This design comes from an exercise in tuning for a short achievable clock period and few clock cycles on the open sky130 flow, not from production work.
In this exercise RTL edits were held to simulation tests only and were not proved equivalent to the original.
Power is estimated from default activity; no workload was simulated.

red:
// sm_engine
module sm_engine #(
    parameter DEPTH = 16                  
) (
    input  wire         clk,
    input  wire         rst,              
    input  wire         start,            
    input  wire [30:0]  proglen,          
    output wire         pm_req,
    output wire [30:0]  pm_addr,
    input  wire         pm_valid,
    input  wire [127:0] pm_rdata,
    output wire [2:0]   phase,
    output wire         halted,
    output wire         aborted,
    output wire         sovf,
    output wire         sunf,
    output wire [3:0]   fcode,
    output wire [30:0]  fline,
    output wire [31:0]  finfo,
    output wire [30:0]  pc,
    output wire [31:0]  top,
    input  wire [3:0]   dbg_xidx,
    output wire [31:0]  dbg_xdata,
    input  wire [7:0]   dbg_sidx,
    output wire [31:0]  dbg_sdata,
    output reg          diag_valid,
    output reg  [2:0]   diag_kind,
    output reg  [31:0]  diag_idx,
    output reg  [31:0]  diag_data
);
    localparam [2:0] ST_IDLE = 3'd0, ST_RUN = 3'd1, ST_FATAL = 3'd2,
                     ST_HALT = 3'd3, ST_ABORT = 3'd4;
    localparam [7:0] OP_PUSH = 8'h01, OP_POP  = 8'h02, OP_ADD  = 8'h03, OP_SUB  = 8'h04,
                     OP_MUL  = 8'h05, OP_SET  = 8'h06, OP_DEC  = 8'h07, OP_INC  = 8'h08,
                     OP_SWP  = 8'h09, OP_R2R  = 8'h0A, OP_S2R  = 8'h0B, OP_R2S  = 8'h0C,
                     OP_JMP  = 8'h0D, OP_JZ   = 8'h0E, OP_JNZ  = 8'h0F, OP_JE   = 8'h10,
                     OP_JNE  = 8'h11, OP_SHR  = 8'h12, OP_SHL  = 8'h13, OP_NOT  = 8'h14,
                     OP_STB  = 8'h15, OP_CLR  = 8'h16, OP_DMP  = 8'h17, OP_PRT  = 8'h18;
    localparam [3:0] F_ILLEGAL = 4'd3, F_UNPARSABLE = 4'd4, F_UNKNOWN = 4'd5,
                     F_REGADDR = 4'd6, F_JUMPNEG = 4'd7;
    localparam [2:0] K_STK = 3'd0, K_REG = 3'd1, K_PRT = 3'd2, K_OVF = 3'd3,
                     K_UNF = 3'd4, K_FATAL = 3'd5;
    integer i;
    reg  [31:0]  x [0:15];
    reg  [31:0]  s [0:15];
  ...
Size: about 14,000 cells after synthesis, roughly 480 I/O pins, about 120,000 sq um of cells after synthesis.
export LEC_CHECK = 0
export CAP_MARGIN = 20
export CELL_PAD_IN_SITES_DETAIL_PLACEMENT = 1
export CELL_PAD_IN_SITES_GLOBAL_PLACEMENT = 2
export CORE_MARGIN = 2
export CORE_UTILIZATION = 35
export PLACE_DENSITY = 0.45
export SLEW_MARGIN = 20
export TNS_END_PERCENT = 30
create_clock -name core_clock -period 15.0 [get_ports {clk}]
standard.sh (not shown) runs the stock make flow with config.mk's settings and CLKGATE_MAP_FILE= SYNTH_SCRIPT=/design/flow/synth_recipe.tcl, a recipe that flattens the netlist after the stock synthesis.
==> flow/flow/run.sh <==
#!/bin/bash
# The standard layout (standard synthesis, floorplan, placement, CTS,
# routing) with these changes to how it is made:
#  - repair aims at a tighter setup margin than the 5 ns the flow settings allow
#  - cells may be resized across footprints (the platform allows only
#    same-footprint swaps), so port buffers and weak gates can be upsized
#  - ports are buffered with buf_4 rather than the default choice
#  - global routing holds back more met1/met2 capacity (flow/fastroute.tcl)
# Clock period and constraints are unchanged.
set -euo pipefail
bash standard.sh SETUP_SLACK_MARGIN=7 MATCH_CELL_FOOTPRINT=0 \
    "BUFFER_PORTS_ARGS=-buffer_cell sky130_fd_sc_hd__buf_4" \
    FASTROUTE_TCL="$PWD/flow/fastroute.tcl" finish > standard_flow.log 2>&1
==> flow/flow/fastroute.tcl <==
# Global routing layers as the platform sets them, with more capacity held back on
# met1 and met2 so that global routing leaves room for pin access and the
# detailed router converges sooner.
set_global_routing_layer_adjustment met1 0.5
set_global_routing_layer_adjustment met2 0.35
set_global_routing_layer_adjustment met3-$::env(MAX_ROUTING_LAYER) 0.2

set_routing_layers -clock $::env(MIN_CLK_ROUTING_LAYER)-$::env(MAX_ROUTING_LAYER)
set_routing_layers -signal $::env(MIN_ROUTING_LAYER)-$::env(MAX_ROUTING_LAYER)
Testbench counts of red, summed over its fixed seeds: cycles 45,312.
The following lists how blue was set up differently from red:
- CORE_UTILIZATION: 35 -> 30
- PLACE_DENSITY: 0.45 -> 0.4
### Flow results
- red has a lower biggest cell delay along the critical path than blue.
- red → blue: number of gates resized after cts has increased, setup slack at placement has increased, met3 usage in global routing has decreased.
- When blue is measured against red, its final cell count turns out about 3.6% higher.
- On total power, red tracks blue almost exactly.
- blue: routed length on met2 higher than red
- Re global-route usage: red was higher than blue.
- Layout overhead on the synthesized area: blue > red
- There was hardly any difference in setup TNS after final layout between red and blue.
diff inputs: blue => green
- CORE_UTILIZATION changed from 30 to 25
- CELL_PAD_IN_SITES_GLOBAL_PLACEMENT changed from 2 to 3
- PLACE_DENSITY changed from 0.4 to 0.35
- CELL_PAD_IN_SITES_DETAIL_PLACEMENT changed from 1 to 2
diff --git a/flow/flow/fastroute.tcl b/flow/flow/fastroute.tcl
--- a/flow/flow/fastroute.tcl
+++ b/flow/flow/fastroute.tcl
@@ -3,4 +3,4 @@
 # detailed router converges sooner.
-set_global_routing_layer_adjustment met1 0.5
-set_global_routing_layer_adjustment met2 0.35
+set_global_routing_layer_adjustment met1 0.6
+set_global_routing_layer_adjustment met2 0.45
 set_global_routing_layer_adjustment met3-$::env(MAX_ROUTING_LAYER) 0.2
- green vs. blue: total global-route track usage higher; share of cell area taken by multi-input logic gates saw a decrease; initial antenna violation count increased about 30%; flip-flop and latch count after synthesis neither gained nor lost much.
- green vs blue: power in combinational cells up in green

==> static timing again, ports no longer ideal <==
No port has a modelled driver above. Below, the same layouts with a new extraction and two added sets of constraints. Step 1, drivers: a clkbuf_16 drives clk and a buf_2 each remaining input, both assumed. Step 2 also shifts input and output timing later by t, the mid clock arrival at the registers, as if the neighbouring blocks saw the same clock. Three values: ideal, step 1, step 2; two values: the first two.
run | t, ns | setup slack, ns | worst setup path at the end
red | 1.052 | 6.177 / 6.102 / 5.785 | input to register
blue | 1.073 | 6.530 / 6.210 / 5.845 | input to register
green | 1.105 | 6.122 / 5.934 / 5.770 | input to register
After both steps every run listed still meets setup and hold. The setup slack of blue, which loses most, moves by -0.320 ns with the drivers and by -0.685 ns with both steps.
